Background: an optimization exercise with open tools, aiming at small area. Do not read the settings as production practice. For this run, only the layout was checked, not whether the RTL still works.

[flow/design.v]
module qsp_frame_decoder (
    input  wire         clk,
    input  wire         rst,           
    input  wire         in_valid,
    input  wire [7:0]   in_byte,
    output reg          sample_valid,
    output reg  [223:0] sample,
    output reg  [1:0]   diag,
    output reg  [15:0]  sync_cnt,
    output reg  [15:0]  len_cnt,
    output reg  [15:0]  crc_cnt
);
    localparam [1:0] ST_AO = 2'd0;    
    localparam [1:0] ST_CP = 2'd1;    
    localparam [1:0] ST_PZ = 2'd2;    
    localparam [1:0] D_NONE = 2'd0;
    localparam [1:0] D_SYNC = 2'd1;
    localparam [1:0] D_LEN  = 2'd2;
    localparam [1:0] D_CRC  = 2'd3;
    localparam [4:0] FRAME_LEN = 5'd30;
    reg [1:0] state;
    reg [7:0] run_ctr;
    reg [4:0] fb_len;
    reg [7:0] fb [0:29];
    function [15:0] crc16_step;
        input [15:0] crc_in;
        input [7:0]  b;
        integer k;
        reg [15:0] c;
        begin
            c = crc_in ^ {b, 8'h00};
            for (k = 0; k < 8; k = k + 1)
                c = c[15] ? ((c << 1) ^ 16'h1021) : (c << 1);
            crc16_step = c;
        end
    endfunction
    reg [15:0] calc_crc;
    integer i;
    always @* begin
        calc_crc = 16'h0000;
        for (i = 0; i < 28; i = i + 1)
            calc_crc = crc16_step(calc_crc, fb[i]);
    end
    wire [15:0] rx_crc  = {fb[29], fb[28]};
    wire        fb_full = (fb_len == FRAME_LEN);
    wire        len_ok  = (fb_len == FRAME_LEN);
    wire        crc_ok  = (calc_crc == rx_crc);
    reg [223:0] assembled;
    integer w;
    always @* begin
        for (w = 0; w < 7; w = w + 1)
            assembled[32*w +: 32] = {fb[4*w+3], fb[4*w+2], fb[4*w+1], fb[4*w]};
    end
    reg       fb_we;
    reg [7:0] fb_wdata;
    reg       dec_reset;
    reg [1:0] err;
    reg       good;
    reg [1:0] next_state;
    reg [7:0] next_run;
    always @* begin
        fb_we      = 1'b0;
        fb_wdata   = in_byte;
        dec_reset  = 1'b0;
        err        = D_NONE;
        good       = 1'b0;
        next_state = state;
        next_run   = run_ctr;
        case (state)
            ST_AO: begin
                if (in_byte != 8'h00) begin
                    next_run   = in_byte;
                    next_state = (in_byte == 8'h01) ? ST_PZ : ST_CP;
                end
            end
            ST_CP: begin
                if (in_byte == 8'h00) begin
                    err       = D_SYNC;
                    dec_reset = 1'b1;
                end else if (fb_full) begin
                    err       = D_LEN;
                    dec_reset = 1'b1;
                end else begin
                    fb_we      = 1'b1;
                    next_run   = run_ctr - 8'd1;
                    next_state = (run_ctr == 8'd2) ? ST_PZ : ST_CP;
                end
            end
            ST_PZ: begin
                if (in_byte == 8'h00) begin
                    dec_reset = 1'b1;
                    if (!len_ok)
                        err = D_LEN;
                    else if (!crc_ok)
                        err = D_CRC;
                    else
                        good = 1'b1;
                end else if (fb_full) begin
                    err       = D_LEN;
                    dec_reset = 1'b1;
                end else begin
                    fb_we      = 1'b1;
                    fb_wdata   = 8'h00;           
                    next_run   = in_byte;
                    next_state = (in_byte == 8'h01) ? ST_PZ : ST_CP;
                end
            end
            default: begin
                dec_reset = 1'b1;
            end
        endcase
    end
    always @(posedge clk) begin
        if (!rst && in_valid && fb_we)
            fb[fb_len] <= fb_wdata;
    end
    always @(posedge clk) begin
        if (!rst && in_valid && good)
            sample <= assembled;
    end
    always @(posedge clk) begin
        if (rst) begin
            state        <= ST_AO;
            run_ctr      <= 8'd0;
            fb_len       <= 5'd0;
            sample_valid <= 1'b0;
            diag         <= D_NONE;
            sync_cnt     <= 16'd0;
            len_cnt      <= 16'd0;
            crc_cnt      <= 16'd0;
        end else begin
            sample_valid <= 1'b0;
            diag         <= D_NONE;
            if (in_valid) begin
                sample_valid <= good;
                diag         <= err;
                if (dec_reset) begin
                    state   <= ST_AO;
                    run_ctr <= 8'd0;
                    fb_len  <= 5'd0;
                end else begin
                    state   <= next_state;
                    run_ctr <= next_run;
                    if (fb_we)
                        fb_len <= fb_len + 5'd1;
                end
                if (err == D_SYNC && sync_cnt != 16'hFFFF)
                    sync_cnt <= sync_cnt + 16'd1;
                if (err == D_LEN && len_cnt != 16'hFFFF)
                    len_cnt <= len_cnt + 16'd1;
                if (err == D_CRC && crc_cnt != 16'hFFFF)
                    crc_cnt <= crc_cnt + 16'd1;
            end
        end
    end
endmodule
[flow/run.sh]
#!/bin/bash
# synth_recipe.tcl (not shown) runs the flow's synth.tcl, then flattens the netlist and writes it again
# the make line also repeats each setting of config.mk as NAME=value (left out here)
make -C /OpenROAD-flow-scripts/flow DESIGN_CONFIG=/design/flow/config.mk WORK_HOME=/design/flow/orfs CLKGATE_MAP_FILE= SYNTH_SCRIPT=/design/flow/synth_recipe.tcl finish
[flow/config.mk]
export PLATFORM = sky130hd
export DESIGN_NAME = qsp_frame_decoder
export DESIGN_NICKNAME = qsp_frame_decoder
export VERILOG_FILES = /design/flow/design.v
export SDC_FILE = /design/flow/constraint.sdc
export NUM_CORES = 4
export LEC_CHECK = 0
export CAP_MARGIN = 20
export CORE_MARGIN = 2
export CORE_UTILIZATION = 40
export SLEW_MARGIN = 20
[flow/constraint.sdc]
create_clock -name core_clock -period 18.0 [get_ports {clk}]
set_input_delay 3.6000 -clock core_clock [delete_from_list [all_inputs] [get_ports {clk}]]
set_output_delay 3.6000 -clock core_clock [all_outputs]
set_load 0.01 [all_outputs]
==> results.txt <==
* Status: timing/DRC/antenna clean
* Max Slew Vio Count at 0
* Multiplexer area fraction after synthesis at 0.00138
* Most common cell after layout, fill and taps aside: edfxtp_1
* Placement Rows at 98
* Netlist cell types at 61
* Clock skew at 0.0219 ns
* Avg Cell Area, Syn at 16.9 µm²
* DRC at 0
* Commonest non-fill, non-tap cells in the layout: edfxtp_1, xnor2_1, clkdlybuf4s50_1, xnor3_1, xor2_1
* CP max stage delay at approximately 0.67 ns
* RSZ-0062 raised after global routing: false
* DIE AREA at roughly 75000 µm²
* First-pass GRT wire length at around 110000 µm
* Post-route minimum period at around 14 ns
* Drt initial violations at 1315
* DR vias at 15200
* Max-cap violations at 0
* Initial antenna violation count at 1
* Setup-failing EPs final at 0
* TNS Setup at 0 ns
* Clk slew on worst S/H paths at 0.07 ns
* Die height at between 200 and 300 µm
* Router iterations before antenna repair at 5
* Simple-gate portion of the synthesized area at 0.0445
* Crit path DAT at 13.84 ns
* Compound-cell area share of the yosys netlist at 0.0188
* Slowest CP cell: xnor3_1
* Num ports at 286
* Dpl hpwl at ~55000 µm
* Grt total ovfl at 0
* N_diodes at 0
* Worst-Skew Late Latency at 0.61 ns
* Die width at ~270 µm
* Tcrit/Tclk final at 0.757
* Pin count of the biggest net entering global routing at 142
* Setup repair bufs after CTS at 0
* Post-synthesis xor/xnor area fraction at 0.399
* Flop2flop setup slack at 4.38 ns
* Number of synthesized flops with an enable pin at roughly 460
* Final hold violation count at 0
* Share of cells above drive strength 1 at 0.0843
* Initial Util at 0.405
* Clock Sinks at 530
* Core area at between 70000 and 80000 µm²
* CTS buffer count at 55
* Setup slack at placement at 4.38 ns
* Synth Cell Area at 29100 µm²
* Bufs on Longest Clock Path at 3
* Yosys warns at 1
* Setup CP Type: flip-flop to flip-flop
* Remaining antenna violation count at 0
* Critical Path RT at 18.22 ns
* Total GRT Usage at 0.197
* Largest family of logic cells by synthesized area: XOR/XNOR gates
* Layout Utilization at 0.486
* Peak fanout along the critical path at 141
* Placer Congestion at about 0.89
* WL final at 74500 µm
* Async SR Flop Fraction at 0
* Seq cells post-synth at 530
* TritonCTS clock tree: done
* Seq/Total Area, Yosys at 0.524
* Startpoint types: flip-flop
* Post-CTS resize count at 0
* Wire per inst at 24.5 µm
* Worst slew margin at 0.245
* FMAX at approximately 73 MHz
* Syn-to-layout area delta at 19.9%
* Tightest Hold Check Type: flip-flop to flip-flop
* Worst Setup End Kind: flip-flop
* Top FF cell, synth: edfxtp_1
* H-tree depth at 2
* Final setup margin at ~4.4 ns
* Vias in the first global route at 15700
* Tightest Pin Transition at around 1.1 ns
* Cts hold-fix bufs at 0
* Layout net count at approximately 2100
* Post-Syn Nets at 1749
* Via density at 5.02
* IO buf count at 285
* Root Buffer: clkbuf_16
* Synth Area in Adders at 0.00516
* Syn Inst Count at 1726
==> path summary, 6_finish.rpt <==
| check | from | endpoint | cells after the start |
|---|---|---|---|
| max reg2reg | fb[0][5] | sample[134] | 28 |
| max | fb[0][5] | sample[134] | 28 |
| min | fb[20][2] | sample[162] | 0 |
| min reg2reg | fb[20][2] | sample[162] | 0 |
==> cell families (layout without fill, tap and decap cells) <==
kind of cell	Yosys count	in the layout
AOI/OAI and AO/OA	84	84
xor gates and xnor gates	789	789
adders and majority gates	12	12
buffers and inverters	49	411
DFF	530	530
muxes	4	4
and+or+nand+nor	258	258
==> metal layers <==
layer / vias to the layer above / global-route usage / wire length [µm]
li1: 6909 / - / -
met1: 7745 / 0.271 / 32200
met2: 505 / 0.324 / 35900
met3: 90 / 0.0366 / 4880
met4: 0 / 0.0462 / 1490
met5: - / 0 / 0
==> Yosys cell counts (all sizes together) (2+ instances only) <==
library cell / number / area, µm²
a31oi: 3 / 25.0
xnor2: 328 / 3130
xor2: 153 / 1420
o21ai: 18 / 90.1
a2111oi: 3 / 26.3
nor4: 9 / 62.6
dfxtp: 66 / 1320
or2: 2 / 12.5
nor2: 99 / 372
o31ai: 9 / 81.3
a21oi: 33 / 165
nor4b: 5 / 43.8
inv: 20 / 75.1
o211ai: 2 / 15.0
xnor3: 254 / 5760
nand4: 17 / 106
clkbuf: 20 / 75.1
o221a: 2 / 22.5
and2: 10 / 62.6
nor3b: 2 / 15.0
nor3: 10 / 50.1
xor3: 54 / 1290
ha: 12 / 150
nand2: 41 / 154
edfxtp: 464 / 13900
and4: 3 / 26.3
o221ai: 3 / 26.3
or3: 7 / 43.8
buf: 9 / 57.6
or4: 8 / 60.1
nand3b: 4 / 30.0
nand3: 17 / 90.1
a311o: 2 / 20.0
mux2i: 4 / 40.0
a31o: 2 / 17.5
and3: 18 / 113
and4b: 2 / 20.0
==> through the flow <==
step / instances / hold slack [ns] / area, µm²
final: 3038 / 0.477 / 34900
after global routing: 3038 / 0.490 / 34900
after CTS: 3038 / 0.476 / 34900
after detailed placement: 2940 / 0.459 / 33100
after global placement: 2940 / 0.460 / 33100
after floorplan: 1726 / 0.421 / 29100
==> cell type report <==
type                            count  area (µm²)
Fill cell                        5982       36900
Clock inverter                     28         323
Multi-Input combinational cell   1147       13600
Tap cell                          950        1190
Sequential cell                   530       15300
Clock buffer                       70        1460
Inverter                           20        75.1
Timing Repair Buffer              293        2920
==> flip-flops by register name, indices dropped and copies added, names as in the netlist <==
name,count
sync_cnt,16
fb_len,5
state,2
fb,240
crc_cnt,16
run_ctr,8
sample,224
sample_valid,1
diag,2
len_cnt,16
==> worst max-delay path, delay by kind of cell, from the launching register on <==
family,cells,cell delay [ns]
xor+xnor,23,10.50
buf+inv,1,0.45
simple gates,3,1.01
compound gates,1,0.30
flops,1,0.63

## afterwards: timing with drivers on the ports
No port has a modelled driver above. Below, the same layout with a new extraction and two added sets of constraints. Step 1 (the two cells are an assumption about what drives the block):
set clk [get_ports {clk}]
set_driving_cell -lib_cell sky130_fd_sc_hd__clkbuf_16 $clk
set_driving_cell -lib_cell sky130_fd_sc_hd__buf_2 [delete_from_list [all_inputs] $clk]
Step 2 moves the port delays by t, midway between the first and last clock arrival at a register: inputs arrive t later, outputs are due t later. That takes back most of the time a late clock gives input paths. Three values: ideal ports, drivers, drivers and shift; two values: the first two.
shift t [ns]: 0.662
slack for setup (ns): 4.381 / 4.381 / 4.381
worst hold slack (ns): 0.477 / 0.477 / 0.477
latest minus earliest clock arrival (ns): 0.022 / 0.022
worst register clock-pin slew, ns: 0.07 / 0.07
After both steps setup and hold are still met in this run. For this run, drivers alone change the setup slack by 0.000 ns; drivers and shift together by 0.000 ns.
